Source: an optimization exercise on an open RTL-to-GDS flow (aim: small area). Production flows keep margins and buffers that such runs may drop. Where RTL was checked, it was by simulation tests only, not by an equivalence proof against the original. Only the layout flow was run in runs 2 and 3; the RTL was not checked for function there. Power and IR drop assume default switching activity.

File: flow/config.mk
export PLATFORM = sky130hd
export DESIGN_NAME = ook_core
export DESIGN_NICKNAME = ook_core
export VERILOG_FILES = /design/flow/design.v
export SDC_FILE = /design/flow/constraint.sdc
export NUM_CORES = 4
export LEC_CHECK = 0
export CAP_MARGIN = 20
export CORE_MARGIN = 2
export CORE_UTILIZATION = 40
export PLACE_DENSITY = 0.6
export SLEW_MARGIN = 20
export SYNTH_HIERARCHICAL = 1
File: flow/constraint.sdc
create_clock -name core_clock -period 20.0 [get_ports {clk}]
set_input_delay 4.0000 -clock core_clock [delete_from_list [all_inputs] [get_ports {clk}]]
set_output_delay 4.0000 -clock core_clock [all_outputs]
set_load 0.01 [all_outputs]
File: flow/design.v
module ook_core (
    input  wire        clk,
    input  wire        rst,               
    input  wire        edge_valid,        
    input  wire        edge_carrier,      
    input  wire [31:0] edge_duration,     
    input  wire        tick,              
    input  wire        service,           
    input  wire [31:0] cfg_pulse_min,
    input  wire [31:0] cfg_pulse_max,
    input  wire [31:0] cfg_eop_min,
    input  wire [31:0] cfg_pre_min,
    input  wire [31:0] cfg_zero_min,
    input  wire [31:0] cfg_zero_max,
    input  wire [31:0] cfg_one_min,
    input  wire [31:0] cfg_one_max,
    input  wire [7:0]  cfg_confirm_threshold,
    input  wire [31:0] cfg_window_ticks,
    input  wire [31:0] cfg_idle_ticks,
    input  wire        cfg_fallback,
    input  wire [31:0] cfg_frame_timeout_ticks,
    input  wire        cfg_temp_signed,
    output reg         reading_valid,
    output wire [31:0] reading,           
    output reg         err_valid,         
    output wire [2:0]  err_reason,
    output reg         noconf_valid       
);
    localparam [1:0] ST_IDLE = 2'd0, ST_INPRE = 2'd1, ST_COLLECT = 2'd2;
    localparam [5:0] CNT_START = 6'b000001, CNT_LAST = 6'b001011;
    localparam [1:0] E_NOISE = 2'd1, E_PREMATURE = 2'd2, E_TIMEOUT = 2'd3,
                     E_ORDER = 2'd0;
    function [31:0] inc32;
        input [31:0] a;
        integer k;
        reg c;
        begin
            c = 1'b1;
            for (k = 0; k < 32; k = k + 1) begin
                inc32[k] = a[k] ^ c;
                c = c & a[k];
            end
        end
    endfunction
    reg [1:0]   asm_state;
    reg [5:0]   frame_cnt;
    reg [35:0]  frame_sr;                
    reg [31:0]  frame_tm;                
    reg [143:0] q_data;                  
    reg [1:0]   q_rp;
    reg [2:0]   q_len;
    reg         rec_valid;
    reg [35:0]  rec_raw;                 
    reg [7:0]   rec_count;
    reg [31:0]  win_tm;
    reg [31:0]  idle_tm;
    reg         low_conf;
    reg         temp_signed_q;
    reg [1:0]   err_code;
    wire [31:0] d  = edge_duration;
    wire [31:0] nd = ~edge_duration;
    wire ge_pmin, ge_pmax, gt_eop, gt_pre, ge_zmin, ge_zmax, ge_omin, ge_omax;
    ook_ge_lo u_pmin (.nd(nd), .a(cfg_pulse_min), .ge(ge_pmin));    
    ook_ge_hi u_pmax (.nd(nd), .a(cfg_pulse_max), .ge(ge_pmax));    
    ook_ge_lo u_zmin (.nd(nd), .a(cfg_zero_min),  .ge(ge_zmin));
    ook_ge_hi u_zmax (.nd(nd), .a(cfg_zero_max),  .ge(ge_zmax));
    ook_ge_lo u_omin (.nd(nd), .a(cfg_one_min),   .ge(ge_omin));
    ook_ge_hi u_omax (.nd(nd), .a(cfg_one_max),   .ge(ge_omax));
    ook_ge_hi u_eop  (.nd(nd), .a(cfg_eop_min),   .ge(gt_eop));     
    ook_ge_hi u_pre  (.nd(nd), .a(cfg_pre_min),   .ge(gt_pre));
    wire in_pulse = ge_pmin & ge_pmax;
    wire is_eop   = ~gt_eop;
    wire is_pre   = ~gt_pre;
    wire in_zero  = ge_zmin & ge_zmax;
    wire in_one   = ge_omin & ge_omax;
    wire s_pulse  = edge_carrier & in_pulse;
    wire s_pre    = ~edge_carrier & ~is_eop & is_pre;
    wire s_eop    = ~edge_carrier & is_eop;
    wire s_bit    = ~edge_carrier & ~is_eop & ~is_pre & (in_zero | in_one);
    wire s_noise  = edge_carrier ? ~in_pulse : (~is_eop & ~is_pre & ~in_zero & ~in_one);
    wire bit_val  = ~in_zero;
    wire st_idle    = (asm_state == ST_IDLE);
    wire st_inpre   = (asm_state == ST_INPRE);
    wire st_collect = (asm_state == ST_COLLECT);
    wire e_order    = (s_pre & st_collect) | (s_bit & st_inpre);
    wire e_prem     = s_eop & ~st_idle;
    wire e_err      = edge_valid & (s_noise | e_order | e_prem);
    wire append     = edge_valid & s_bit & st_collect;
    wire complete   = append & (frame_cnt == CNT_LAST);
    wire [35:0] payload = {frame_sr[34:0], bit_val};
    reg [1:0] st1;                       
    always @* begin
        st1 = asm_state;
        if (edge_valid) begin
            if (e_err | complete)
                st1 = ST_IDLE;
            else if (s_pre)
                st1 = ST_INPRE;
            else if (s_pulse & st_inpre)
                st1 = ST_COLLECT;
        end
    end
    wire        q_full  = q_len[2];
    wire        q_empty = (q_len == 3'd0);
    wire [1:0]  q_wp    = q_rp + q_len[1:0];
    wire [1:0]  rp1     = (complete & q_full) ? q_rp + 2'd1 : q_rp;
    wire [2:0]  len1    = (complete & ~q_full) ? q_len + 3'd1 : q_len;
    wire        pop     = service & (len1 != 3'd0);
    reg [35:0] slot;
    always @* begin
        case (rp1)
            2'd0: slot = q_data[35:0];
            2'd1: slot = q_data[71:36];
            2'd2: slot = q_data[107:72];
            default: slot = q_data[143:108];
        endcase
    end
    wire [35:0] head = q_empty ? payload : slot;
    wire        eq_hi   = (head[35:1] == rec_raw[35:1]);
    wire        match   = rec_valid & eq_hi & (head[0] == rec_raw[0]);
    wire [7:0]  cnt_inc = rec_count + 8'd1;
    wire [7:0]  cnt1    = match ? cnt_inc : 8'd1;
    wire        thr_le1 = ~|cfg_confirm_threshold[7:1];
    wire        conf_m  = (cnt_inc == cfg_confirm_threshold);
    wire        confirm = pop & (match ? conf_m : thr_le1);
    wire        opening = pop & ~rec_valid;
    wire        rv1     = pop ? ~confirm : rec_valid;
    wire [31:0] f_inc    = inc32(frame_tm);
    wire        f_hiz    = ~|cfg_frame_timeout_ticks[31:1];
    wire        f_run    = tick & (st1 != ST_IDLE) & (cfg_frame_timeout_ticks[0] | ~f_hiz);
    wire        timeout  = f_run & (edge_valid ? (cfg_frame_timeout_ticks[0] & f_hiz)
                                               : (f_inc == cfg_frame_timeout_ticks));
    wire [31:0] f_next   = edge_valid ? {31'd0, f_run} : (f_run ? f_inc : frame_tm);
    wire [31:0] w_inc    = inc32(win_tm);
    wire        w_hiz    = ~|cfg_window_ticks[31:1];
    wire        w_run    = tick & rv1 & (cfg_window_ticks[0] | ~w_hiz);
    wire        w_fire   = w_run & (opening ? (cfg_window_ticks[0] & w_hiz)
                                            : (w_inc == cfg_window_ticks));
    wire [31:0] w_next   = opening ? {31'd0, w_run} : (w_run ? w_inc : win_tm);
    wire        i_clr    = opening | (edge_valid & s_pre);
    wire [31:0] i_inc    = inc32(idle_tm);
    wire        i_hiz    = ~|cfg_idle_ticks[31:1];
    wire        i_run    = tick & rv1 & (cfg_idle_ticks[0] | ~i_hiz);
    wire        i_fire   = i_run & (i_clr ? (cfg_idle_ticks[0] & i_hiz)
                                          : (i_inc == cfg_idle_ticks));
    wire [31:0] i_next   = i_clr ? {31'd0, i_run} : (i_run ? i_inc : idle_tm);
    wire        close    = w_fire | i_fire;
    always @(posedge clk) begin
        if (append)
            frame_sr <= payload;
        if (edge_valid & s_pre)
            frame_cnt <= CNT_START;
        else if (append)
            frame_cnt <= {frame_cnt[4:0], frame_cnt[5] ^ frame_cnt[4]};
        frame_tm  <= f_next;
        if (complete) begin
            case (q_wp)
                2'd0: q_data[35:0]    <= payload;
                2'd1: q_data[71:36]   <= payload;
                2'd2: q_data[107:72]  <= payload;
                default: q_data[143:108] <= payload;
            endcase
        end
        if (pop) begin
            rec_raw   <= head;
            rec_count <= cnt1;
        end
        win_tm    <= w_next;
        idle_tm   <= i_next;
        low_conf  <= rv1;
        temp_signed_q <= cfg_temp_signed;
        err_code  <= timeout ? E_TIMEOUT :
                     (s_noise ? E_NOISE : (e_prem ? E_PREMATURE : E_ORDER));
        if (rst) begin
            asm_state     <= ST_IDLE;
            q_rp          <= 2'd0;
            q_len         <= 3'd0;
            rec_valid     <= 1'b0;
            reading_valid <= 1'b0;
            err_valid     <= 1'b0;
            noconf_valid  <= 1'b0;
        end else begin
            asm_state     <= timeout ? ST_IDLE : st1;
            q_rp          <= pop ? rp1 + 2'd1 : rp1;
            q_len         <= pop ? len1 - 3'd1 : len1;
            rec_valid     <= rv1 & ~close;
            reading_valid <= confirm | (close & cfg_fallback);
            err_valid     <= e_err | timeout;
            noconf_valid  <= close & ~cfg_fallback;
        end
    end
    wire [35:0] p = rec_raw;
    wire [6:0]  hum = (p[7:0] > 8'd100) ? 7'd100 : p[6:0];
    assign reading = {low_conf, p[35:28], p[27], p[25:24],
                      temp_signed_q & p[23], p[23:12], hum};
    assign err_reason = {err_code == 2'd0, err_code};
endmodule
module ook_maj (
    input  wire a,
    input  wire b,
    input  wire c,
    output wire y
);
    assign y = (a & b) | (c & (a | b));
endmodule
module ook_ge_lo (
    input  wire [31:0] nd,
    input  wire [31:0] a,
    output wire        ge
);
    wire [32:1] n;
    assign n[1] = nd[0] & a[0];
    genvar k;
    generate
        for (k = 1; k < 32; k = k + 1) begin : g
            ook_maj m (.a(nd[k]), .b(a[k]), .c(n[k]), .y(n[k+1]));
        end
    endgenerate
    assign ge = ~n[32];
endmodule
module ook_ge_hi (
    input  wire [31:0] nd,
    input  wire [31:0] a,
    output wire        ge
);
    wire [32:1] c;
    assign c[1] = a[0] | nd[0];
    genvar k;
    generate
        for (k = 1; k < 32; k = k + 1) begin : g
            ook_maj m (.a(a[k]), .b(nd[k]), .c(c[k]), .y(c[k+1]));
        end
    endgenerate
    assign ge = c[32];
endmodule
File: flow/flow/run.sh
#!/bin/bash
# Standard ORFS layout, with the port buffers made of the smallest buffer cell.
set -euo pipefail
bash standard.sh "BUFFER_PORTS_ARGS=-buffer_cell sky130_fd_sc_hd__buf_1" finish > orfs_flow.log 2>&1
File: flow/standard.sh
#!/bin/bash
# synth_recipe.tcl (not shown) runs the flow's synth.tcl, then flattens the netlist and writes it again
# the make line also repeats each setting of config.mk as NAME=value (left out here)
make -C /OpenROAD-flow-scripts/flow DESIGN_CONFIG=/design/flow/config.mk WORK_HOME=/design/flow/orfs CLKGATE_MAP_FILE= SYNTH_SCRIPT=/design/flow/synth_recipe.tcl "${@:-finish}"
==> flow_metrics.py, run 1 <==
metrics = {
    "routing": {
        "viasPerCell": 5.44,
        "drtAntennaViolNets": 0,
        "drc_errors": 0,
        "vias": 15700,
        "wl_um": 62600,
        "wire_per_inst_um": 21.7,
        "drt-initial-drc-count": 954,
        "drtPass1Iterations": 7,
    },
    "pwr": {
        "vdd_drop_max_v": 0.0000695,
        "powerDensity_nw_per_um2": 104,
        "power_mw": 2.45,
        "p_leak_nw": 8.53,
    },
    "setup_path": {
        "crit_path_frequent_cell": "maj3_2",
        "crit_type": "primary input to flip-flop",
        "critPathSlowestCell": "or4_1",
        "cp_max_fo": 32,
        "critical_path_arrival_ns": 19.19,
        "critPathRequiredTime_ns": 20.25,
        "max_stage_delay_ns": 0.48,
        "cp-start-kind": "primary input",
        "end_kind": "flip-flop",
    },
    "sta": {
        "min_period_ns": 18.94,
        "tightest_slew_ns": 1.07,
        "rsz0062_at_grt": "no",
        "setup_viol": 0,
        "max_clock_freq_mhz": 52.8,
        "hold_viol": 0,
        "slew_headroom": 0.286,
        "tns_ns": 0,
        "worst_hold_slack_ns": 0.461,
        "finClkSkew_ns": 0.0302,
        "slew_viol_final": 0,
        "finalCritPeriodShare": 0.947,
    },
    "place": {
        "gp_routability_congestion": 0.949,
        "dp_hpwl_um": 47500,
        "portBuffers": 437,
    },
    "synthesis": {
        "syn_inst": 1771,
        "yosysTopAreaCell": "edfxtp_1",
        "postSynth.asyncResetShare": 0,
        "synth_nets": 2272,
        "ys_ff_latch": 340,
        "synth.area.top_cells": "edfxtp_1 34%, maj3_2 14%, dfxtp_1 11%, ha_1 6.3%, xnor2_1 4.1%",
        "yosysSeqAreaShare": 0.452,
        "synth_cell_types": 72,
        "syn_area_um2": 20100,
        "yosysTopAreaCellShare": 0.338,
        "yosys_warnings": 7,
        "synth_flop_cell": "edfxtp_1",
        "synth_edf_count": 226,
        "avgSynthCellArea_um2": 11.3,
    },
    "layout": {
        "multi_input_area_um2": 10200,
        "fillerInstances": 4658,
        "seq_area_um2": 9070,
        "area_growth_pct": 17.1,
        "final_nets": 2676,
        "final_cell_mix": "437 x buf_1, 248 x maj3_2, 226 x edfxtp_1, 151 x nand2_1, 114 x dfxtp_1",
        "drive_above_1_share": 0.165,
        "layout_commonest_cell": "buf_1",
    },
    "clock_tree": {
        "cts_resized": 0,
        "cts.sinks": 340,
        "cts.reportedPaths.clkPinSlew_ns": 0.06,
        "cts_hold_buf": 0,
        "cts_buffers": 37,
        "tritoncts": "done",
        "insertion_delay_ns": 0.56,
        "cts_setup_buffers": 0,
        "cts-root-buf": "clkbuf_16",
        "clock_path_buffers": 3,
        "htreeDepth": 2,
    },
    "grt": {
        "grt_max_degree": 84,
        "grt_pass1_wl_um": 94100,
        "antenna_found_initial": 7,
        "grt-ovfl-total": 0,
        "track_usage": 0.234,
        "grt_pass1_vias": 16100,
    },
    "floorplanning": {
        "die_area_um2": 52000,
        "die_height_um": 228,
        "initial_core_util": 0.403,
        "num_rows": 82,
        "core_um2": 49900,
        "ioPinCount": 438,
        "die_w_um": 228,
    },
    "run": {
        "max_cap_violations": 0,
    },
    "min_path": {
        "hp-class": "flip-flop to flip-flop",
    },
    "run_status": {
        "status": "no timing/DRC/antenna violations",
    },
}
-- worst max-delay path: cells and delay by family --
family,cells,cell delay [ns]
buffers and inverters,7,1.16
adders and majority gates,32,9.96
xor gates and xnor gates,1,0.37
and+or+nand+nor,10,2.48
AOI/OAI and AO/OA,5,1.19
-- through the flow --
step	instances	util	area [um^2]	setup slack [ns]
after floorplan	1771	-	20100	1.24
after global placement	2807	0.446	22200	0.653
after detailed placement	2807	0.446	22200	0.390
after CTS	2874	0.471	23500	0.923
after global routing	2880	0.471	23500	0.466
final	2880	0.471	23500	1.06
-- per-module statistics from Yosys, one instance, submodules excluded --
module | cell area [um^2] | copies in the design
ook_core | 17200 | 1
ook_maj | 11.3 | 248
ook_ge_lo | 10.0 | 3
ook_ge_hi | 6.26 | 5
-- sequential cells by signal, indices dropped and copies added, names as in the netlist --
name,count
rec_valid,1
rec_raw,36
frame_sr,35
asm_state,2
win_tm,32
reading_valid,1
err_code,2
q_rp,2
err_valid,1
frame_tm,32
frame_cnt,6
rec_count,8
q_len,3
idle_tm,32
temp_signed_q,1
q_data,144
low_conf,1
noconf_valid,1
-- cell families (layout without fill, tap and decap cells) --
group           count (synthesis)  count (layout)  synth area share
fa+ha+maj                     349             349             0.202
other cells                     0               5                 0
compound gates                268             268            0.0951
xor+xnor                      127             127            0.0554
mux                            71              71            0.0354
buf+inv                       161             593            0.0402
flops                         340             340             0.452
simple gates                  455             455             0.120
-- routing by layer --
layer	track usage	wire, um	vias up
li1	-	-	7424
met1	0.268	24400	7601
met2	0.431	32200	518
met3	0.0356	3260	119
met4	0.101	2760	0
met5	0	0	-
-- final cells by class --
type,count,share of cell area
Tap cell,672,0.0358
Clock inverter,18,0.00942
Timing Repair Buffer,462,0.0791
Inverter,64,0.0102
Sequential cell,340,0.386
Multi-Input combinational cell,1270,0.436
Clock buffer,49,0.0435
Antenna cell,5,0.000532
-- Yosys cell counts, drive strengths merged (3+ instances only) --
master / instances
a2111o: 4
a2111oi: 4
a211o: 6
a211oi: 23
a21o: 9
a21oi: 38
a222oi: 9
a22o: 11
a22oi: 26
a31oi: 3
a32oi: 4
and2: 21
and3: 15
and4b: 9
buf: 59
clkbuf: 38
dfxtp: 114
edfxtp: 226
ha: 101
inv: 64
maj3: 248
mux2i: 71
nand2: 151
nand2b: 22
nand3: 13
nand3b: 3
nand4: 32
nand4b: 8
nor2: 66
nor2b: 22
nor3: 15
nor4: 38
nor4b: 5
o211ai: 35
o21a: 6
o21ai: 59
o311ai: 8
o31ai: 3
or2: 17
or3: 6
or4b: 7
xnor2: 94
xor2: 33
-- where the power goes --
part	internal (mW)	switching (mW)	leakage, nW
logic	0.327	0.546	4.96
registers	0.823	0.0584	2.97
clock network	0.404	0.289	0.605
-- final timing paths --
kind                         start            to  slack, ns  depth (start not counted)
setup / recovery  edge_duration[0]    idle_tm[0]       1.06                         55
hold / removal         idle_tm[18]   idle_tm[18]       0.46                          2
setup reg to reg       frame_tm[0]  asm_state[1]      12.19                         38
hold reg to reg        idle_tm[18]   idle_tm[18]       0.46                          2
==> run 2: changes to the inputs <==
--- a/flow/design.v
+++ b/flow/design.v
@@ -30,30 +30,34 @@
     localparam [5:0] CNT_START = 6'b000001, CNT_LAST = 6'b001011;
     localparam [1:0] E_NOISE = 2'd1, E_PREMATURE = 2'd2, E_TIMEOUT = 2'd3,
                      E_ORDER = 2'd0;
-    function [31:0] inc32;
+    function [31:0] subb32;
         input [31:0] a;
+        input        b;
         integer k;
-        reg c;
+        reg z;
         begin
-            c = 1'b1;
+            z = b;
             for (k = 0; k < 32; k = k + 1) begin
-                inc32[k] = a[k] ^ c;
-                c = c & a[k];
+                subb32[k] = a[k] ^ z;
+                z = z & ~a[k];
             end
         end
     endfunction
     reg [1:0]   asm_state;
     reg [5:0]   frame_cnt;
     reg [35:0]  frame_sr;                
-    reg [31:0]  frame_tm;                
+    reg [31:0]  frame_rem;               
+    reg         frame_p;
     reg [143:0] q_data;                  
     reg [1:0]   q_rp;
     reg [2:0]   q_len;
     reg         rec_valid;
     reg [35:0]  rec_raw;                 
     reg [7:0]   rec_count;
-    reg [31:0]  win_tm;
-    reg [31:0]  idle_tm;
+    reg [31:0]  win_rem;
+    reg         win_p;
+    reg [31:0]  idle_rem;
+    reg         idle_p;
     reg         low_conf;
     reg         temp_signed_q;
     reg [1:0]   err_code;
@@ -106,16 +110,12 @@
     wire [1:0]  rp1     = (complete & q_full) ? q_rp + 2'd1 : q_rp;
     wire [2:0]  len1    = (complete & ~q_full) ? q_len + 3'd1 : q_len;
     wire        pop     = service & (len1 != 3'd0);
-    reg [35:0] slot;
-    always @* begin
-        case (rp1)
-            2'd0: slot = q_data[35:0];
-            2'd1: slot = q_data[71:36];
-            2'd2: slot = q_data[107:72];
-            default: slot = q_data[143:108];
-        endcase
-    end
-    wire [35:0] head = q_empty ? payload : slot;
+    wire [3:0]  rsel = {4{~q_empty}} & (4'b0001 << rp1);
+    wire [35:0] head = ({36{rsel[0]}}   & q_data[35:0])
+                     | ({36{rsel[1]}}   & q_data[71:36])
+                     | ({36{rsel[2]}}   & q_data[107:72])
+                     | ({36{rsel[3]}}   & q_data[143:108])
+                     | ({36{q_empty}}   & payload);
     wire        eq_hi   = (head[35:1] == rec_raw[35:1]);
     wire        match   = rec_valid & eq_hi & (head[0] == rec_raw[0]);
     wire [7:0]  cnt_inc = rec_count + 8'd1;
@@ -125,25 +125,23 @@
     wire        confirm = pop & (match ? conf_m : thr_le1);
     wire        opening = pop & ~rec_valid;
     wire        rv1     = pop ? ~confirm : rec_valid;
-    wire [31:0] f_inc    = inc32(frame_tm);
     wire        f_hiz    = ~|cfg_frame_timeout_ticks[31:1];
-    wire        f_run    = tick & (st1 != ST_IDLE) & (cfg_frame_timeout_ticks[0] | ~f_hiz);
-    wire        timeout  = f_run & (edge_valid ? (cfg_frame_timeout_ticks[0] & f_hiz)
-                                               : (f_inc == cfg_frame_timeout_ticks));
-    wire [31:0] f_next   = edge_valid ? {31'd0, f_run} : (f_run ? f_inc : frame_tm);
-    wire [31:0] w_inc    = inc32(win_tm);
+    wire        f_dec    = tick & (cfg_frame_timeout_ticks[0] | ~f_hiz);
+    wire        f_end    = ~|frame_rem[31:2] & (frame_p ? (frame_rem[1] & ~frame_rem[0])
+                                                        : (~frame_rem[1] & frame_rem[0]));
+    wire        timeout  = f_dec & (st1 != ST_IDLE) &
+                           (edge_valid ? (cfg_frame_timeout_ticks[0] & f_hiz) : f_end);
     wire        w_hiz    = ~|cfg_window_ticks[31:1];
-    wire        w_run    = tick & rv1 & (cfg_window_ticks[0] | ~w_hiz);
-    wire        w_fire   = w_run & (opening ? (cfg_window_ticks[0] & w_hiz)
-                                            : (w_inc == cfg_window_ticks));
-    wire [31:0] w_next   = opening ? {31'd0, w_run} : (w_run ? w_inc : win_tm);
+    wire        w_dec    = tick & (cfg_window_ticks[0] | ~w_hiz);
+    wire        w_end    = ~|win_rem[31:2] & (win_p ? (win_rem[1] & ~win_rem[0])
+                                                    : (~win_rem[1] & win_rem[0]));
+    wire        w_fire   = w_dec & rv1 & (opening ? (cfg_window_ticks[0] & w_hiz) : w_end);
     wire        i_clr    = opening | (edge_valid & s_pre);
-    wire [31:0] i_inc    = inc32(idle_tm);
     wire        i_hiz    = ~|cfg_idle_ticks[31:1];
-    wire        i_run    = tick & rv1 & (cfg_idle_ticks[0] | ~i_hiz);
-    wire        i_fire   = i_run & (i_clr ? (cfg_idle_ticks[0] & i_hiz)
-                                          : (i_inc == cfg_idle_ticks));
-    wire [31:0] i_next   = i_clr ? {31'd0, i_run} : (i_run ? i_inc : idle_tm);
+    wire        i_dec    = tick & (cfg_idle_ticks[0] | ~i_hiz);
+    wire        i_end    = ~|idle_rem[31:2] & (idle_p ? (idle_rem[1] & ~idle_rem[0])
+                                                      : (~idle_rem[1] & idle_rem[0]));
+    wire        i_fire   = i_dec & rv1 & (i_clr ? (cfg_idle_ticks[0] & i_hiz) : i_end);
     wire        close    = w_fire | i_fire;
     always @(posedge clk) begin
         if (append)
@@ -152,7 +150,9 @@
             frame_cnt <= CNT_START;
         else if (append)
             frame_cnt <= {frame_cnt[4:0], frame_cnt[5] ^ frame_cnt[4]};
-        frame_tm  <= f_next;
+        frame_rem <= edge_valid ? cfg_frame_timeout_ticks : subb32(frame_rem, f_dec);
+        if (edge_valid)
+            frame_p <= f_dec;
         if (complete) begin
             case (q_wp)
                 2'd0: q_data[35:0]    <= payload;
@@ -165,8 +165,12 @@
             rec_raw   <= head;
             rec_count <= cnt1;
         end
-        win_tm    <= w_next;
-        idle_tm   <= i_next;
+        win_rem   <= opening ? cfg_window_ticks : subb32(win_rem, w_dec);
+        if (opening)
+            win_p <= w_dec;
+        idle_rem  <= i_clr ? cfg_idle_ticks : subb32(idle_rem, i_dec);
+        if (i_clr)
+            idle_p <= i_dec;
         low_conf  <= rv1;
         temp_signed_q <= cfg_temp_signed;
         err_code  <= timeout ? E_TIMEOUT :
==> flow_metrics.py, run 2 <==
metrics = {
    "pwr": {
        "power_mw": 1.73,
        "powerDensity_nw_per_um2": 80.3,
        "p_leak_nw": 7.89,
        "p_int_mw": 1.31,
        "pwr-share-seq": 0.469,
        "p_sw_frac": 0.238,
        "p_comb_frac": 0.116,
        "vdd_drop_max_v": 0.0000534,
        "power_frac_clock": 0.415,
        "p_switching_mw": 0.411,
    },
    "grt": {
        "grt_pass1_vias": 14100,
        "grt_max_degree": 67,
        "antenna_found_initial": 9,
        "track_usage": 0.236,
        "grt-ovfl-total": 0,
        "grt_pass1_wl_um": 83800,
    },
    "sta": {
        "hold_viol": 0,
        "finClkSkew_ns": 0.0292,
        "finalCritPeriodShare": 0.909,
        "max_clock_freq_mhz": 55.0,
        "min_period_ns": 18.18,
        "setup_viol": 0,
        "tightest_slew_ns": 1.15,
        "tns_ns": 0,
        "rsz0062_at_grt": "no",
        "slew_headroom": 0.236,
        "finalWorstSetupSlack_ns": 1.82,
        "worst_hold_slack_ns": 0.508,
        "slew_viol_final": 0,
    },
    "min_path": {
        "hold_depth": 2,
        "hp-class": "flip-flop to flip-flop",
    },
    "layout": {
        "area_growth_pct": 18.6,
        "top_register": "q_data",
        "final_util": 0.484,
        "drive_above_1_share": 0.169,
        "fin_cells": 2604,
        "final_nets": 2478,
        "final_cell_area_um2": 21500,
        "largest_reg_flops": 144,
        "top_regs": "q_data: 144 flops, rec_raw: 36 flops, frame_sr: 35 flops",
        "fillerInstances": 4086,
        "layout_commonest_cell": "buf_1",
        "final_cell_mix": "436 x buf_1, 248 x maj3_2, 226 x edfxtp_1, 144 x inv_1, 117 x dfxtp_1",
    },
    "synthesis": {
        "syn_inst": 1556,
        "synth_simple_gate_area_frac": 0.0944,
        "synth.area.top_cells": "edfxtp_1 37%, maj3_2 15%, dfxtp_1 13%, ha_1 7.2%, inv_1 3.0%",
        "synth_flop_cell": "edfxtp_1",
        "ys_ff_latch": 343,
        "postSynth.asyncResetShare": 0,
        "synth_most_common_cell": "maj3_2",
        "yosysSeqAreaShare": 0.504,
        "yosysTopAreaCellShare": 0.375,
        "syn_area_um2": 18100,
        "synth_nets": 2060,
        "synth_compound_area_frac": 0.0896,
        "synth-xor-area-share": 0.0261,
        "yosys_warnings": 7,
        "avgSynthCellArea_um2": 11.6,
        "muxShareOfSynthArea": 0.00442,
        "yosys.area_share.adder": 0.226,
        "synth_edf_count": 226,
        "synth_commonest_cells": "248 x maj3_2, 226 x edfxtp_1, 145 x inv_1, 117 x dfxtp_1, 104 x ha_1",
        "synth_top_family_by_area": "adder cells",
        "yosysTopAreaCell": "edfxtp_1",
        "synth_cell_types": 63,
    },
    "floorplanning": {
        "ioPinCount": 438,
        "die_area_um2": 47000,
        "core_um2": 44400,
        "die_height_um": 217,
        "num_rows": 77,
        "die_w_um": 217,
        "initial_core_util": 0.408,
    },
    "clock_tree": {
        "cts-root-buf": "clkbuf_16",
        "cts_setup_buffers": 0,
        "insertion_delay_ns": 0.56,
        "htreeDepth": 2,
        "cts.reportedPaths.clkPinSlew_ns": 0.06,
        "cts_hold_buf": 0,
        "cts_buffers": 38,
        "tritoncts": "done",
        "clock_path_buffers": 3,
        "cts_resized": 0,
        "cts.sinks": 343,
    },
    "setup_path": {
        "critPathSlowestCell": "ha_1",
        "worstRegToRegCells": 34,
        "max_stage_delay_ns": 0.99,
        "cp_max_fo": 22,
        "crit_path_frequent_cell": "maj3_2",
        "critPathRequiredTime_ns": 20.40,
        "end_kind": "flip-flop",
        "critical_path_arrival_ns": 18.58,
        "cp-start-kind": "primary input",
        "crit_type": "primary input to flip-flop",
    },
    "run_status": {
        "status": "no timing/DRC/antenna violations",
    },
    "routing": {
        "drtAntennaViolNets": 0,
        "drc_errors": 0,
        "drt-initial-drc-count": 944,
        "drtPass1Iterations": 5,
        "wire_per_inst_um": 21.6,
        "vias": 13800,
        "viasPerCell": 5.28,
        "wl_um": 56300,
    },
    "place": {
        "portBuffers": 437,
        "preCtsSetupSlack_ns": 1.30,
        "placed_area_um2": 20200,
        "placedCellCount": 2526,
        "dp_hpwl_um": 42700,
        "gp_routability_congestion": 0.950,
    },
    "run": {
        "max_cap_violations": 0,
    },
}
-- run 2: cell count changes in the layout (fill, tap and decap cells not counted), moves of 25 or more --
cell,before,now
mux2i_1,71,8
a31oi_1,3,35
a22oi_1,26,68
xnor2_1,94,46
nand2_1,151,74
xor2_1,33,8
o211ai_1,35,0
nor3b_1,0,32
inv_1,62,144
-- run 2: layer usage --
metal  vias to the layer above  wire length (um)  GRT usage
met5                         -                 0          0
met4                         0              1950     0.0945
met3                        86              3790     0.0510
met2                       503             28800      0.419
met1                      6623             21800      0.276
li1                       6550                 -          -
-- run 2: worst paths after layout --
check                        start  slack (ns)            to
hold / removal        frame_cnt[0]        0.51  frame_cnt[0]
hold reg to reg       frame_cnt[0]        0.51  frame_cnt[0]
setup reg to reg       idle_rem[0]       13.51  idle_rem[31]
setup / recovery  edge_duration[0]        1.82     rec_valid
-- run 2: cells by family (layout without fill, tap and decap cells) --
family	count (synthesis)	in the layout
adders and majority gates	352	352
other	0	9
DFF	343	343
xor gates and xnor gates	54	54
buffers and inverters	221	668
and+or+nand+nor	321	321
muxes	8	8
AOI/OAI and AO/OA	257	257
-- run 2: power groups by stage --
stage | sequential, mW | combinational, mW | clock, mW
6_report | 0.808 | 0.201 | 0.717
5_1_grt | 0.813 | 0.228 | 0.758
4_1_cts | 0.808 | 0.203 | 0.731
3_5_place_dp | 0.824 | 0.202 | 0
3_3_place_gp | 0.822 | 0.196 | 0
2_1_floorplan | 0.817 | 0.132 | 0
-- run 2: final cells by class --
class | count | area (um^2) | share of cell area
well taps | 592 | 741 | 0.0345
multi-input cells | 992 | 8010 | 0.373
inverters | 146 | 548 | 0.0255
clock inverters | 17 | 210 | 0.00978
repair buffers | 453 | 1760 | 0.0820
diodes | 9 | 22.5 | 0.00105
flip-flops and latches | 343 | 9130 | 0.425
clock buffers | 52 | 1060 | 0.0496
-- run 2: critical path: cells and delay by family --
| family | cells | cell delay (ns) |
|---|---|---|
| fa+ha+maj | 32 | 10.75 |
| simple gates | 8 | 1.77 |
| compound gates | 5 | 1.09 |
| buf+inv | 3 | 0.62 |
| xor+xnor | 1 | 0.32 |
-- run 2: Yosys stat by module (local to each module, per instance) --
module	area, um^2	copies in the design
ook_core	15300	1
ook_maj	11.3	248
ook_ge_hi	6.26	5
ook_ge_lo	10.0	3
==> run 3: changes to the inputs <==
--- a/flow/config.mk
+++ b/flow/config.mk
@@ -8,6 +8,9 @@
 export CAP_MARGIN = 20
 export CORE_MARGIN = 2
 export CORE_UTILIZATION = 40
+export CTS_BUF_LIST = sky130_fd_sc_hd__clkbuf_16
+export CTS_CLUSTER_DIAMETER = 60
+export CTS_CLUSTER_SIZE = 30
 export PLACE_DENSITY = 0.6
 export SLEW_MARGIN = 20
 export SYNTH_HIERARCHICAL = 1
==> flow_metrics.py, run 3 <==
metrics = {
    "run_status": {
        "status": "no timing/DRC/antenna violations",
    },
    "grt": {
        "grt_pass1_vias": 14000,
        "grt_pass1_wl_um": 83300,
        "antenna_found_initial": 8,
        "track_usage": 0.232,
        "grt_max_degree": 67,
        "grt-ovfl-total": 0,
    },
    "sta": {
        "slew_viol_final": 0,
        "min_period_ns": 18.11,
        "rsz0062_at_grt": "no",
        "tns_ns": 0,
        "finClkSkew_ns": 0.0412,
        "worst_hold_slack_ns": 0.512,
        "slew_headroom": 0.237,
        "finalCritPeriodShare": 0.906,
        "max_clock_freq_mhz": 55.2,
        "tightest_slew_ns": 1.14,
        "hold_viol": 0,
        "setup_viol": 0,
    },
    "layout": {
        "fillerInstances": 4118,
        "top_regs": "q_data: 144 flops, rec_raw: 36 flops, frame_sr: 35 flops",
        "final_cell_area_um2": 21100,
        "area_growth_pct": 16.8,
        "largest_reg_flops": 144,
        "fin_cells": 2581,
        "layout_commonest_cell": "buf_1",
        "drive_above_1_share": 0.166,
        "top_register": "q_data",
        "final_cell_mix": "436 x buf_1, 248 x maj3_2, 226 x edfxtp_1, 145 x inv_1, 117 x dfxtp_1",
        "final_nets": 2467,
        "final_util": 0.476,
    },
    "synthesis": {
        "synth_cell_types": 63,
        "syn_inst": 1556,
        "syn_area_um2": 18100,
        "yosysTopAreaCellShare": 0.375,
        "avgSynthCellArea_um2": 11.6,
        "ys_ff_latch": 343,
        "postSynth.asyncResetShare": 0,
        "synth_nets": 2060,
        "yosysSeqAreaShare": 0.504,
        "synth_flop_cell": "edfxtp_1",
        "yosysTopAreaCell": "edfxtp_1",
        "yosys_warnings": 7,
        "synth_most_common_cell": "maj3_2",
        "synth_commonest_cells": "248 x maj3_2, 226 x edfxtp_1, 145 x inv_1, 117 x dfxtp_1, 104 x ha_1",
        "synth_edf_count": 226,
        "synth.area.top_cells": "edfxtp_1 37%, maj3_2 15%, dfxtp_1 13%, ha_1 7.2%, inv_1 3.0%",
    },
    "clock_tree": {
        "clock_path_buffers": 3,
        "cts_resized": 0,
        "cts.sinks": 343,
        "insertion_delay_ns": 0.58,
        "cts_hold_buf": 0,
        "htreeDepth": 1,
        "cts_buffers": 27,
        "cts-root-buf": "clkbuf_16",
        "tritoncts": "done",
        "cts.reportedPaths.clkPinSlew_ns": 0.07,
        "cts_setup_buffers": 0,
    },
    "floorplanning": {
        "initial_core_util": 0.408,
        "ioPinCount": 438,
        "die_area_um2": 47000,
        "die_w_um": 217,
        "num_rows": 77,
        "die_height_um": 217,
        "core_um2": 44400,
    },
    "place": {
        "portBuffers": 437,
        "gp_routability_congestion": 0.950,
        "placedCellCount": 2526,
        "dp_hpwl_um": 42700,
        "placed_area_um2": 20200,
    },
    "routing": {
        "drtPass1Iterations": 5,
        "drtAntennaViolNets": 0,
        "drt-initial-drc-count": 1014,
        "wire_per_inst_um": 21.7,
        "wl_um": 55900,
        "vias": 13700,
        "drc_errors": 0,
        "viasPerCell": 5.30,
    },
    "setup_path": {
        "max_stage_delay_ns": 0.99,
        "crit_type": "primary input to flip-flop",
        "critPathSlowestCell": "ha_1",
        "end_kind": "flip-flop",
        "cp-start-kind": "primary input",
        "critPathRequiredTime_ns": 20.41,
        "crit_path_frequent_cell": "maj3_2",
        "critical_path_arrival_ns": 18.52,
        "cp_max_fo": 22,
    },
    "min_path": {
        "hp-class": "flip-flop to flip-flop",
    },
    "pwr": {
        "powerDensity_nw_per_um2": 74.8,
        "vdd_drop_max_v": 0.0000648,
        "p_leak_nw": 7.72,
    },
    "run": {
        "max_cap_violations": 0,
    },
}
-- run 3: Yosys stat by module (local to each module, per instance) --
module,copies in the design,cells
ook_ge_lo,3,2
ook_ge_hi,5,1
ook_maj,248,1
ook_core,1,1297
-- run 3: critical path: cells and delay by family --
family	cells	cell delay (ns)
AOI/OAI and AO/OA	5	1.08
xor gates and xnor gates	1	0.32
adders and majority gates	32	10.75
buffers and inverters	3	0.63
and+or+nand+nor	8	1.74
-- run 3: path summary, 6_finish.rpt --
path,from,depth (start not counted),slack [ns],endpoint
worst max-delay path,edge_duration[0],49,1.89,rec_valid
worst min-delay path,frame_cnt[0],2,0.51,frame_cnt[0]
worst max register to register,frame_rem[0],34,13.54,frame_rem[31]
worst min register to register,frame_cnt[0],2,0.51,frame_cnt[0]
-- run 3: layout make-up --
type                       instances  area [um^2]  share of cell area
antenna                            6         15.0            0.000710
clock buffer                      28          701              0.0331
clock inverter                    21          245              0.0116
inverter                         146          548              0.0259
multi-input combinational        992         8010               0.379
sequential                       343         9130               0.432
tap                              592          741              0.0350
timing repair buffer             453         1760              0.0833
-- run 3: routing by layer --
layer  GRT usage  vias up  routed length, um  part of all wire
met1       0.278     6633              22000              0.39
met4      0.0749        0               1510             0.027
met2       0.423      453              29200              0.52
met3      0.0397       75               3230             0.058
met5           0        -                  0                 0
li1            -     6529                  -                 -
-- run 3: stage by stage --
stage,worst slack (ns),power [mW]
after CTS,1.86,1.60
after detailed placement,1.30,1.03
final,1.89,1.58
after floorplan,0.0434,0.949
after global placement,1.47,1.02
after global routing,1.25,1.65
-- run 3: power breakdown --
part / switching (mW) / leakage [nW] / internal (mW) / total (mW)
Sequential: 0.0214 / 3.03 / 0.786 / 0.808
Combinational: 0.102 / 4.23 / 0.0982 / 0.200
Clock: 0.295 / 0.464 / 0.278 / 0.573
-- run 3: cells by family (layout without fill, tap and decap cells) --
| group | Yosys count | in the layout | synth area share |
|---|---|---|---|
| AND/OR/NAND/NOR | 321 | 321 | 0.0944 |
| flip-flops | 343 | 343 | 0.504 |
| other | 0 | 6 | 0 |
| adder cells (fa/ha/maj) | 352 | 352 | 0.226 |
| AO/OA/AOI/OAI | 257 | 257 | 0.0896 |
| XOR/XNOR | 54 | 54 | 0.0261 |
| buffers and inverters | 221 | 648 | 0.0554 |
| multiplexers | 8 | 8 | 0.00442 |
==> run 4: changes to the inputs <==
--- a/flow/design.v
+++ b/flow/design.v
@@ -30,23 +30,23 @@
     localparam [5:0] CNT_START = 6'b000001, CNT_LAST = 6'b001011;
     localparam [1:0] E_NOISE = 2'd1, E_PREMATURE = 2'd2, E_TIMEOUT = 2'd3,
                      E_ORDER = 2'd0;
-    function [31:0] subb32;
+    function [31:0] addc32;
         input [31:0] a;
         input        b;
         integer k;
-        reg z;
+        reg c;
         begin
-            z = b;
+            c = b;
             for (k = 0; k < 32; k = k + 1) begin
-                subb32[k] = a[k] ^ z;
-                z = z & ~a[k];
+                addc32[k] = a[k] ^ c;
+                c = c & a[k];
             end
         end
     endfunction
     reg [1:0]   asm_state;
     reg [5:0]   frame_cnt;
     reg [35:0]  frame_sr;                
-    reg [31:0]  frame_rem;               
+    reg [31:0]  frame_nrem;              
     reg         frame_p;
     reg [143:0] q_data;                  
     reg [1:0]   q_rp;
@@ -54,9 +54,9 @@
     reg         rec_valid;
     reg [35:0]  rec_raw;                 
     reg [7:0]   rec_count;
-    reg [31:0]  win_rem;
+    reg [31:0]  win_nrem;
     reg         win_p;
-    reg [31:0]  idle_rem;
+    reg [31:0]  idle_nrem;
     reg         idle_p;
     reg         low_conf;
     reg         temp_signed_q;
@@ -127,20 +127,20 @@
     wire        rv1     = pop ? ~confirm : rec_valid;
     wire        f_hiz    = ~|cfg_frame_timeout_ticks[31:1];
     wire        f_dec    = tick & (cfg_frame_timeout_ticks[0] | ~f_hiz);
-    wire        f_end    = ~|frame_rem[31:2] & (frame_p ? (frame_rem[1] & ~frame_rem[0])
-                                                        : (~frame_rem[1] & frame_rem[0]));
+    wire        f_end    = &frame_nrem[31:2] & (frame_p ? (~frame_nrem[1] & frame_nrem[0])
+                                                        : (frame_nrem[1] & ~frame_nrem[0]));
     wire        timeout  = f_dec & (st1 != ST_IDLE) &
                            (edge_valid ? (cfg_frame_timeout_ticks[0] & f_hiz) : f_end);
     wire        w_hiz    = ~|cfg_window_ticks[31:1];
     wire        w_dec    = tick & (cfg_window_ticks[0] | ~w_hiz);
-    wire        w_end    = ~|win_rem[31:2] & (win_p ? (win_rem[1] & ~win_rem[0])
-                                                    : (~win_rem[1] & win_rem[0]));
+    wire        w_end    = &win_nrem[31:2] & (win_p ? (~win_nrem[1] & win_nrem[0])
+                                                    : (win_nrem[1] & ~win_nrem[0]));
     wire        w_fire   = w_dec & rv1 & (opening ? (cfg_window_ticks[0] & w_hiz) : w_end);
     wire        i_clr    = opening | (edge_valid & s_pre);
     wire        i_hiz    = ~|cfg_idle_ticks[31:1];
     wire        i_dec    = tick & (cfg_idle_ticks[0] | ~i_hiz);
-    wire        i_end    = ~|idle_rem[31:2] & (idle_p ? (idle_rem[1] & ~idle_rem[0])
-                                                      : (~idle_rem[1] & idle_rem[0]));
+    wire        i_end    = &idle_nrem[31:2] & (idle_p ? (~idle_nrem[1] & idle_nrem[0])
+                                                      : (idle_nrem[1] & ~idle_nrem[0]));
     wire        i_fire   = i_dec & rv1 & (i_clr ? (cfg_idle_ticks[0] & i_hiz) : i_end);
     wire        close    = w_fire | i_fire;
     always @(posedge clk) begin
@@ -150,7 +150,7 @@
             frame_cnt <= CNT_START;
         else if (append)
             frame_cnt <= {frame_cnt[4:0], frame_cnt[5] ^ frame_cnt[4]};
-        frame_rem <= edge_valid ? cfg_frame_timeout_ticks : subb32(frame_rem, f_dec);
+        frame_nrem <= edge_valid ? ~cfg_frame_timeout_ticks : addc32(frame_nrem, f_dec);
         if (edge_valid)
             frame_p <= f_dec;
         if (complete) begin
@@ -165,10 +165,10 @@
             rec_raw   <= head;
             rec_count <= cnt1;
         end
-        win_rem   <= opening ? cfg_window_ticks : subb32(win_rem, w_dec);
+        win_nrem  <= opening ? ~cfg_window_ticks : addc32(win_nrem, w_dec);
         if (opening)
             win_p <= w_dec;
-        idle_rem  <= i_clr ? cfg_idle_ticks : subb32(idle_rem, i_dec);
+        idle_nrem <= i_clr ? ~cfg_idle_ticks : addc32(idle_nrem, i_dec);
         if (i_clr)
             idle_p <= i_dec;
         low_conf  <= rv1;
--- a/flow/config.mk
+++ b/flow/config.mk
@@ -8,9 +8,9 @@
 export CAP_MARGIN = 20
 export CORE_MARGIN = 2
 export CORE_UTILIZATION = 40
-export CTS_BUF_LIST = sky130_fd_sc_hd__clkbuf_16
-export CTS_CLUSTER_DIAMETER = 60
-export CTS_CLUSTER_SIZE = 30
+export CTS_BUF_LIST = sky130_fd_sc_hd__clkbuf_8
+export CTS_CLUSTER_DIAMETER = 50
+export CTS_CLUSTER_SIZE = 20
 export PLACE_DENSITY = 0.6
 export SLEW_MARGIN = 20
 export SYNTH_HIERARCHICAL = 1
==> flow_metrics.py, run 4 <==
metrics = {
    "min_path": {
        "hold_depth": 2,
        "hp-class": "flip-flop to flip-flop",
    },
    "sta": {
        "slew_viol_final": 0,
        "rsz0062_at_grt": "no",
        "finClkSkew_ns": 0.0441,
        "slew_headroom": 0.473,
        "hold_viol": 0,
        "min_period_ns": 18.06,
        "finalWorstSetupSlack_ns": 1.94,
        "finalCritPeriodShare": 0.903,
        "tightest_slew_ns": 0.791,
        "tns_ns": 0,
        "max_clock_freq_mhz": 55.4,
        "setup_viol": 0,
    },
    "floorplanning": {
        "die_w_um": 216,
        "ioPinCount": 438,
        "die_height_um": 216,
        "initial_core_util": 0.406,
        "num_rows": 77,
        "core_um2": 44200,
        "die_area_um2": 46600,
    },
    "layout": {
        "fin_cells": 2520,
        "final_util": 0.474,
        "final_nets": 2397,
        "final_cell_mix": "436 x buf_1, 248 x maj3_2, 226 x edfxtp_1, 117 x dfxtp_1, 101 x ha_1",
        "area_growth_pct": 16.7,
        "drive_above_1_share": 0.181,
        "top_register": "q_data",
        "largest_reg_flops": 144,
        "fillerInstances": 4098,
        "layout_commonest_cell": "buf_1",
        "top_regs": "q_data: 144 flops, rec_raw: 36 flops, frame_sr: 35 flops",
    },
    "synthesis": {
        "ys_ff_latch": 343,
        "syn_area_um2": 18000,
        "syn_inst": 1477,
        "synth_top_family_by_area": "adder cells",
        "synth_most_common_cell": "maj3_2",
        "yosysSeqAreaShare": 0.509,
        "synth_cell_types": 63,
        "yosys_warnings": 7,
        "yosysTopAreaCell": "edfxtp_1",
        "muxShareOfSynthArea": 0.0218,
        "synth_simple_gate_area_frac": 0.0887,
        "synth_nets": 1981,
        "yosys.area_share.adder": 0.228,
        "postSynth.asyncResetShare": 0,
        "synth_compound_area_frac": 0.0836,
        "yosysTopAreaCellShare": 0.378,
        "synth_edf_count": 226,
        "avgSynthCellArea_um2": 12.2,
        "synth_commonest_cells": "248 x maj3_2, 226 x edfxtp_1, 117 x dfxtp_1, 104 x ha_1, 88 x inv_1",
        "synth_flop_cell": "edfxtp_1",
        "synth.area.top_cells": "edfxtp_1 38%, maj3_2 16%, dfxtp_1 13%, ha_1 7.2%, a22oi_1 2.3%",
        "synth-xor-area-share": 0.0263,
    },
    "routing": {
        "wl_um": 52100,
        "drtPass1Iterations": 5,
        "vias": 13300,
        "wire_per_inst_um": 20.7,
        "drc_errors": 0,
        "drtAntennaViolNets": 0,
        "drt-initial-drc-count": 766,
        "viasPerCell": 5.27,
    },
    "place": {
        "portBuffers": 437,
        "preCtsSetupSlack_ns": 1.34,
        "gp_routability_congestion": 0.995,
        "dp_hpwl_um": 39200,
        "placedCellCount": 2447,
    },
    "pwr": {
        "p_leak_nw": 7.43,
        "powerDensity_nw_per_um2": 74.8,
        "power_mw": 1.57,
        "vdd_drop_max_v": 0.0000600,
    },
    "setup_path": {
        "worstRegToRegCells": 34,
        "critical_path_arrival_ns": 18.41,
        "critPathRequiredTime_ns": 20.35,
        "cp-start-kind": "primary input",
        "critPathSlowestCell": "ha_2",
        "max_stage_delay_ns": 0.76,
        "end_kind": "flip-flop",
        "crit_type": "primary input to flip-flop",
        "cp_max_fo": 29,
        "crit_path_frequent_cell": "maj3_2",
    },
    "clock_tree": {
        "clock_path_buffers": 3,
        "insertion_delay_ns": 0.62,
        "cts-root-buf": "clkbuf_8",
        "cts_resized": 0,
        "tritoncts": "done",
        "cts.sinks": 343,
        "htreeDepth": 2,
        "cts.reportedPaths.clkPinSlew_ns": 0.08,
        "cts_buffers": 36,
        "cts_setup_buffers": 0,
        "cts_hold_buf": 0,
    },
    "run": {
        "max_cap_violations": 0,
    },
    "grt": {
        "grt_pass1_wl_um": 78100,
        "grt-ovfl-total": 0,
        "antenna_found_initial": 9,
        "track_usage": 0.218,
        "grt_pass1_vias": 13500,
        "grt_max_degree": 67,
    },
    "run_status": {
        "status": "no timing/DRC/antenna violations",
    },
}
==> run 4: changes by cell type in the layout (fill, tap and decap cells not counted), sizes merged, moves of 9 or more <==
cell / delta
nor4: -12
o21ai: -24
nand2: -19
a22oi: -13
mux2i: +30
nor3b: -11
xnor2: -9
a21oi: -9
nand4: +15
clkbuf: +9
xor2: +9
inv: -64
==> run 4: cells by family after synthesis <==
group / Yosys count
adders and majority gates: 352
xor gates and xnor gates: 54
buffers and inverters: 163
DFF: 343
muxes: 39
and+or+nand+nor: 299
AOI/OAI and AO/OA: 227
==> run 4: stage by stage <==
step / hold WS, ns / area (um^2)
6_report: 0.509 / 21000
3_5_place_dp: 0.491 / 20000
5_1_grt: 0.528 / 20900
3_3_place_gp: 0.478 / 20000
4_1_cts: 0.516 / 20900
2_1_floorplan: 0.456 / 18000
==> run 4: worst max-delay path: cells and delay by family <==
family,cells,cell delay (ns)
xor+xnor,2,0.46
simple gates,9,2.56
buf+inv,3,0.26
compound gates,3,0.57
fa+ha+maj,32,10.53
==> run 4: metal layers <==
layer  GRT usage  routed length, um  vias to the layer above
met3      0.0368               2630                       98
li1            -                  -                     6375
met1       0.258              21000                     6364
met4      0.0857               1900                        0
met2       0.393              26500                      446
met5           0                  0                        -
==> run 4: power by group <==
group          switching [mW]  internal, mW  leakage [nW]
Clock                   0.284         0.267         0.451
Sequential             0.0249         0.787          2.99
Combinational          0.0994         0.104          3.99
Total                   0.409          1.16          7.43
==> run 4: final cells by class <==
class	instances	area [um^2]	area share
clock buffer	37	509	0.0243
timing repair buffer	453	1760	0.0841
multi-input combinational	971	8080	0.386
inverter	88	330	0.0158
antenna	7	17.5	0.000836
sequential	343	9130	0.436
tap	592	741	0.0354
clock inverter	29	384	0.0183
==> run 4: final timing paths <==
kind,slack [ns],from,to
setup reg to reg,13.53,idle_nrem[0],idle_nrem[31]
setup / recovery,1.94,edge_duration[0],rec_count[0]
hold / removal,0.51,frame_cnt[5],frame_cnt[5]
hold reg to reg,0.51,frame_cnt[5],frame_cnt[5]
==> run 4: per-module statistics from Yosys, one instance, submodules excluded <==
module	cells	cell area, um^2
ook_ge_hi	1	6.26
ook_ge_lo	2	10.0
ook_maj	1	11.3
ook_core	1218	15100
==> run 5: changes to the inputs <==
--- a/flow/config.mk
+++ b/flow/config.mk
@@ -8,9 +8,9 @@
 export CAP_MARGIN = 20
 export CORE_MARGIN = 2
 export CORE_UTILIZATION = 40
-export CTS_BUF_LIST = sky130_fd_sc_hd__clkbuf_8
-export CTS_CLUSTER_DIAMETER = 50
-export CTS_CLUSTER_SIZE = 20
+export CTS_BUF_LIST = sky130_fd_sc_hd__clkbuf_16
+export CTS_CLUSTER_DIAMETER = 60
+export CTS_CLUSTER_SIZE = 30
 export PLACE_DENSITY = 0.6
 export SLEW_MARGIN = 20
 export SYNTH_HIERARCHICAL = 1
==> flow_metrics.py, run 5 <==
metrics = {
    "setup_path": {
        "r2r_setup_slack_ns": 13.51,
        "cp-start-kind": "primary input",
        "end_kind": "flip-flop",
        "critical_path_arrival_ns": 18.44,
        "max_stage_delay_ns": 0.52,
        "critPathRequiredTime_ns": 20.31,
        "crit_path_frequent_cell": "maj3_2",
        "crit_type": "primary input to flip-flop",
        "critPathSlowestCell": "or3_1",
        "cp_max_fo": 20,
    },
    "layout": {
        "final_nets": 2387,
        "top_regs": "q_data: 144 flops, rec_raw: 36 flops, frame_sr: 35 flops",
        "final_cell_area_um2": 21000,
        "area_growth_pct": 16.7,
        "layout_commonest_cell": "buf_1",
        "largest_reg_flops": 144,
        "drive_above_1_share": 0.174,
        "final_cell_mix": "436 x buf_1, 248 x maj3_2, 226 x edfxtp_1, 117 x dfxtp_1, 101 x ha_1",
        "fillerInstances": 4078,
        "fin_cells": 2502,
        "top_register": "q_data",
    },
    "sta": {
        "rsz0062_at_grt": "no",
        "setup_viol": 0,
        "tns_ns": 0,
        "hold_viol": 0,
        "min_period_ns": 18.14,
        "finalCritPeriodShare": 0.907,
        "slew_headroom": 0.474,
        "finClkSkew_ns": 0.0202,
        "slew_viol_final": 0,
        "max_clock_freq_mhz": 55.1,
        "tightest_slew_ns": 0.789,
    },
    "place": {
        "gp_routability_congestion": 0.995,
        "portBuffers": 437,
        "dp_hpwl_um": 39200,
        "placed_area_um2": 20000,
        "placedCellCount": 2447,
    },
    "grt": {
        "grtUsageMet2": 0.389,
        "grt_max_degree": 67,
        "grtUsageMet1": 0.259,
        "grt_pass1_wl_um": 77300,
        "use_met3": 0.0266,
        "track_usage": 0.214,
        "grt-ovfl-total": 0,
        "antenna_found_initial": 9,
        "grt_pass1_vias": 13300,
        "busiest_layer": "met2",
    },
    "synthesis": {
        "synth-xor-area-share": 0.0263,
        "ys_ff_latch": 343,
        "muxShareOfSynthArea": 0.0218,
        "syn_inst": 1477,
        "yosysTopAreaCellShare": 0.378,
        "yosysTopAreaCell": "edfxtp_1",
        "syn_area_um2": 18000,
        "synth_commonest_cells": "248 x maj3_2, 226 x edfxtp_1, 117 x dfxtp_1, 104 x ha_1, 88 x inv_1",
        "synth_compound_area_frac": 0.0836,
        "postSynth.asyncResetShare": 0,
        "synth_top_family_by_area": "adder cells",
        "synth_edf_count": 226,
        "yosysSeqAreaShare": 0.509,
        "synth.area.top_cells": "edfxtp_1 38%, maj3_2 16%, dfxtp_1 13%, ha_1 7.2%, a22oi_1 2.3%",
        "synth_flop_cell": "edfxtp_1",
        "synth_nets": 1981,
        "synth_cell_types": 63,
        "yosys_warnings": 7,
        "yosys.area_share.adder": 0.228,
        "synth_simple_gate_area_frac": 0.0887,
        "avgSynthCellArea_um2": 12.2,
        "synth_most_common_cell": "maj3_2",
    },
    "pwr": {
        "power_mw": 1.56,
        "vdd_drop_max_v": 0.0000580,
        "powerDensity_nw_per_um2": 74.6,
        "p_switching_mw": 0.400,
        "p_comb_frac": 0.130,
        "pwr-share-seq": 0.519,
        "p_int_mw": 1.16,
        "p_leak_nw": 7.42,
        "p_sw_frac": 0.256,
        "power_frac_clock": 0.351,
    },
    "floorplanning": {
        "die_height_um": 216,
        "core_um2": 44200,
        "num_rows": 77,
        "die_w_um": 216,
        "initial_core_util": 0.406,
        "ioPinCount": 438,
        "die_area_um2": 46600,
    },
    "routing": {
        "viasPerCell": 5.30,
        "drc_errors": 0,
        "drtPass1Iterations": 5,
        "drtAntennaViolNets": 0,
        "wire_per_inst_um": 20.6,
        "drt-initial-drc-count": 750,
        "vias": 13300,
        "wl_um": 51600,
    },
    "clock_tree": {
        "cts-root-buf": "clkbuf_16",
        "htreeDepth": 1,
        "cts.sinks": 343,
        "tritoncts": "done",
        "insertion_delay_ns": 0.56,
        "clock_path_buffers": 3,
        "cts_buffers": 26,
        "cts_hold_buf": 0,
        "cts_resized": 0,
        "cts_setup_buffers": 0,
        "cts.reportedPaths.clkPinSlew_ns": 0.08,
    },
    "run_status": {
        "status": "no timing/DRC/antenna violations",
    },
    "run": {
        "max_cap_violations": 0,
    },
    "min_path": {
        "hp-class": "flip-flop to flip-flop",
    },
}
run 5: cell counts after synthesis:
No cell type changed its count.
run 5: stage by stage:
step	setup WS [ns]	utilization	hold WS, ns
2_1_floorplan	0.968	-	0.456
3_3_place_gp	1.48	0.453	0.478
3_5_place_dp	1.34	0.453	0.491
4_1_cts	1.89	0.474	0.519
5_1_grt	1.23	0.474	0.548
6_report	1.86	0.474	0.507
run 5: final cells by class:
type	instances	area, um^2	area share
Antenna cell	7	17.5	0.000836
Inverter	88	330	0.0158
Clock buffer	27	676	0.0322
Tap cell	592	741	0.0353
Sequential cell	343	9130	0.436
Multi-Input combinational cell	971	8080	0.385
Timing Repair Buffer	453	1760	0.0841
Clock inverter	21	226	0.0108
run 5: modules after synthesis, one instance, submodules excluded:
module / times used / flip-flops and latches / area (um^2) / cells inside
ook_maj: 248 / 0 / 11.3 / 1
ook_ge_hi: 5 / 0 / 6.26 / 1
ook_core: 1 / 343 / 15100 / 1218
ook_ge_lo: 3 / 0 / 10.0 / 2
run 5: logic make-up after synthesis:
| logic type | Yosys count |
|---|---|
| AOI/OAI and AO/OA | 227 |
| xor gates and xnor gates | 54 |
| adders and majority gates | 352 |
| buffers and inverters | 163 |
| DFF | 343 |
| muxes | 39 |
| and+or+nand+nor | 299 |
run 5: path summary, 6_finish.rpt:
path,from,end,depth (start not counted)
setup / recovery,edge_duration[0],rec_count[0],51
hold / removal,frame_cnt[5],frame_cnt[5],2
setup reg to reg,idle_nrem[0],idle_nrem[31],34
hold reg to reg,frame_cnt[5],frame_cnt[5],2
run 5: power groups by stage:
| stage | logic, mW | registers (mW) | clock network [mW] |
|---|---|---|---|
| 6_report | 0.203 | 0.812 | 0.549 |
| 5_1_grt | 0.230 | 0.818 | 0.587 |
| 2_1_floorplan | 0.137 | 0.821 | 0 |
| 4_1_cts | 0.204 | 0.812 | 0.561 |
| 3_3_place_gp | 0.199 | 0.827 | 0 |
| 3_5_place_dp | 0.203 | 0.829 | 0 |
run 5: worst max-delay path: cells and delay by family:
kind | cells | cell delay (ns)
buf+inv | 5 | 0.68
compound gates | 5 | 1.39
fa+ha+maj | 32 | 10.18
simple gates | 8 | 1.87
xor+xnor | 1 | 0.32
run 5: metal layers:
layer	part of all wire	vias up
li1	-	6359
met1	0.40	6414
met2	0.51	419
met3	0.050	77
met4	0.033	0
met5	0	-
==> run 6: changes to the inputs <==
==> flow/flow/run.sh (replaced) <==
#!/bin/bash
# Own layout flow: the standard ORFS flow (standard.sh), with
#  - port buffers made of the smallest buffer cell,
#  - clock tree synthesis without dummy balancing loads,
#  - combinational cells of the synthesised netlist set to their smallest
#    drive strength before floorplanning (timing repair later upsizes what
#    the paths need). Registers and synthesis are left as they are.
set -euo pipefail
ARGS=("BUFFER_PORTS_ARGS=-buffer_cell sky130_fd_sc_hd__buf_1"
      "CTS_ARGS=-sink_clustering_enable -repair_clock_nets -dont_use_dummy_load -sink_clustering_size 30 -sink_clustering_max_diameter 60 -buf_list sky130_fd_sc_hd__clkbuf_16")
bash standard.sh "${ARGS[@]}" synth > synth.log 2>&1
openroad -no_init -exit flow/downsize_run.tcl > downsize.log 2>&1
bash standard.sh "${ARGS[@]}" finish > layout.log 2>&1
==> flow/flow/downsize.tcl (new file) <==
# Swap every combinational cell to the smallest-area cell of the same function
# family (same name, other drive strength). Registers keep their cell.
proc smallest_variant { master } {
  if { ![regexp {^(sky130_fd_sc_hd__[a-z0-9]+)_([0-9]+)$} $master -> base drive] } { return $master }
  set best $master
  set best_area [get_property [get_lib_cells $master] area]
  foreach d {0 1 2 4} {
    set cand "${base}_$d"
    set lc [get_lib_cells -quiet $cand]
    if { $lc == "" } { continue }
    if { [get_property $lc dont_use] } { continue }
    set a [get_property $lc area]
    if { $a < $best_area } { set best $cand; set best_area $a }
  }
  return $best
}
set n 0
set saved 0.0
foreach inst [get_cells *] {
  set m [get_property $inst ref_name]
  if { [regexp {^sky130_fd_sc_hd__(df|edf|sdf|sedf|dl|conb|tap|fill|decap|diode)} $m] } { continue }
  set lc [get_lib_cells $m]
  set s [smallest_variant $m]
  if { $s != $m } {
    set saved [expr { $saved + [get_property $lc area] - [get_property [get_lib_cells $s] area] }]
    replace_cell $inst $s
    incr n
  }
}
puts "downsize: swapped $n cells, saved [format %.1f $saved] um2"
==> flow/flow/downsize_run.tcl (new file) <==
# Downsize the combinational cells of the standard synthesis result in place.
set plat $::env(FLOW_HOME)/platforms/sky130hd
read_lef $plat/lef/sky130_fd_sc_hd.tlef
read_lef $plat/lef/sky130_fd_sc_hd_merged.lef
read_liberty $plat/lib/sky130_fd_sc_hd__tt_025C_1v80.lib
set res orfs/results/sky130hd/ook_core/base
read_db $res/1_synth.odb
read_sdc $res/1_synth.sdc
report_design_area
source flow/downsize.tcl
report_design_area
write_db $res/1_synth.odb
==> flow_metrics.py, run 6 <==
metrics = {
    "layout": {
        "drive_above_1_share": 0.0400,
        "final_util": 0.478,
        "final_cell_mix": "436 x buf_1, 248 x maj3_1, 226 x edfxtp_1, 117 x dfxtp_1, 104 x ha_1",
        "final_cell_area_um2": 20600,
        "area_growth_pct": 17.9,
        "top_regs": "q_data: 144 flops, rec_raw: 36 flops, frame_sr: 35 flops",
        "largest_reg_flops": 144,
        "fillerInstances": 4042,
        "fin_cells": 2490,
        "top_register": "q_data",
        "layout_commonest_cell": "buf_1",
        "final_nets": 2405,
    },
    "grt": {
        "grtUsageMet2": 0.475,
        "grt_pass1_wl_um": 87600,
        "grtUsageMet1": 0.332,
        "use_met3": 0.0391,
        "antenna_found_initial": 7,
        "busiest_layer": "met2",
        "grt_max_degree": 67,
        "track_usage": 0.266,
        "grt_pass1_vias": 13800,
        "grt-ovfl-total": 0,
    },
    "setup_path": {
        "crit_buf_inv": 4,
        "crit_type": "primary input to flip-flop",
        "end_kind": "flip-flop",
        "cp_max_fo": 24,
        "cp-start-kind": "primary input",
        "critPathSlowestCell": "maj3_1",
        "cp.depth": 50,
        "crit_path_frequent_cell": "maj3_1",
        "critPathRequiredTime_ns": 20.34,
        "worstRegToRegCells": 34,
        "critPathTopFamily": "adder cells",
        "max_stage_delay_ns": 0.48,
        "critical_path_arrival_ns": 19.77,
    },
    "floorplanning": {
        "core_um2": 43100,
        "die_height_um": 213,
        "die_area_um2": 45300,
        "ioPinCount": 438,
        "num_rows": 76,
        "die_w_um": 213,
        "initial_core_util": 0.405,
    },
    "sta": {
        "slew_viol_final": 0,
        "slew_headroom": 0.327,
        "finalWorstSetupSlack_ns": 0.564,
        "finalCritPeriodShare": 0.972,
        "rsz0062_at_grt": "no",
        "max_clock_freq_mhz": 51.5,
        "setup_viol": 0,
        "worst_hold_slack_ns": 0.490,
        "tns_ns": 0,
        "tightest_slew_ns": 1.00,
        "hold_viol": 0,
        "min_period_ns": 19.44,
        "finClkSkew_ns": 0.0684,
    },
    "pwr": {
        "p_leak_nw": 7.14,
        "vdd_drop_max_v": 0.0000660,
        "powerDensity_nw_per_um2": 71.8,
        "power_mw": 1.48,
    },
    "place": {
        "gp_routability_congestion": 0.972,
        "placed_area_um2": 19900,
        "preCtsSetupSlack_ns": 0.0298,
        "dp_hpwl_um": 48500,
        "placedCellCount": 2457,
        "portBuffers": 437,
    },
    "synthesis": {
        "synth_nets": 1981,
        "yosys_warnings": 7,
        "syn_inst": 1477,
        "avgSynthCellArea_um2": 11.8,
        "syn_area_um2": 17500,
    },
    "clock_tree": {
        "cts_hold_buf": 0,
        "cts.reportedPaths.clkPinSlew_ns": 0.08,
        "cts_resized": 0,
        "tritoncts": "done",
        "htreeDepth": 1,
        "cts-root-buf": "clkbuf_16",
        "cts.sinks": 343,
        "cts_setup_buffers": 0,
        "clock_path_buffers": 3,
        "cts_buffers": 27,
        "insertion_delay_ns": 0.58,
    },
    "min_path": {
        "hold_depth": 2,
        "hp-class": "flip-flop to flip-flop",
    },
    "run_status": {
        "status": "no timing/DRC/antenna violations",
    },
    "run": {
        "max_cap_violations": 0,
    },
    "routing": {
        "vias": 13500,
        "wl_um": 61000,
        "wire_per_inst_um": 24.5,
        "drc_errors": 0,
        "viasPerCell": 5.43,
        "drtPass1Iterations": 5,
        "drt-initial-drc-count": 833,
        "drtAntennaViolNets": 0,
    },
}
[run 6: worst paths after layout]
path	startpoint	endpoint	slack, ns
setup reg to reg	win_nrem[0]	win_nrem[31]	13.53
hold reg to reg	frame_cnt[3]	frame_cnt[4]	0.49
setup / recovery	edge_duration[0]	rec_count[0]	0.56
hold / removal	frame_cnt[3]	frame_cnt[4]	0.49
[run 6: power by group]
| group | internal [mW] | switching [mW] |
|---|---|---|
| Sequential | 0.788 | 0.0254 |
| Clock | 0.237 | 0.230 |
| Combinational | 0.0926 | 0.106 |
| Total | 1.12 | 0.362 |
[run 6: worst min-delay path: cells and delay by family (launching register included)]
kind          cells  cell delay [ns]
simple gates      1             0.08
mux               1             0.07
flops             1             0.33
[run 6: layout make-up]
class	count	area, um^2	area share
Sequential cell	343	9130	0.443
Multi-Input combinational cell	971	7740	0.376
Timing Repair Buffer	470	1960	0.0954
Tap cell	585	732	0.0355
Clock buffer	27	676	0.0328
Inverter	88	330	0.0160
Antenna cell	6	15.0	0.000729
[run 6: per-layer routing]
| layer | part of all wire | wire, um |
|---|---|---|
| met1 | 0.42 | 25400 |
| met2 | 0.51 | 30800 |
| met3 | 0.053 | 3200 |
| met4 | 0.026 | 1580 |
| met5 | 0.00020 | 12 |

[separate check: timing with driven ports]
The flow's constraints put no driver on any port. The routed layouts listed below were extracted and timed again, unchanged, in two steps. Step 1 (the two cells are an assumption about what drives the block):
set clk [get_ports {clk}]
set_driving_cell -lib_cell sky130_fd_sc_hd__clkbuf_16 $clk
set_driving_cell -lib_cell sky130_fd_sc_hd__buf_2 [delete_from_list [all_inputs] $clk]
Step 2 also shifts input and output timing later by t, the mid clock arrival at the registers, as if the neighbouring blocks saw the same clock. Three values: ideal ports, drivers, drivers and shift; two values: the first two.
run	shift t [ns]	setup WS [ns]	worst setup path after step 2	worst data-port slew with drivers (ns)
run 1	0.602	1.062 / 1.093 / 0.491	input to register	0.12
run 2	0.595	1.822 / 1.855 / 1.259	input to register	0.18
run 3	0.614	1.887 / 1.921 / 1.307	input to register	0.17
run 4	0.643	1.940 / 1.958 / 1.315	input to register	0.15
run 5	0.607	1.865 / 1.889 / 1.282	input to register	0.14
run 6	0.596	0.564 / 0.588 / -0.008	input to register	0.12
With both steps, setup timing fails in run 6, where it was met with ideal ports. The setup slack of run 4, which loses most, moves by +0.018 ns with the drivers and by -0.625 ns with both steps.
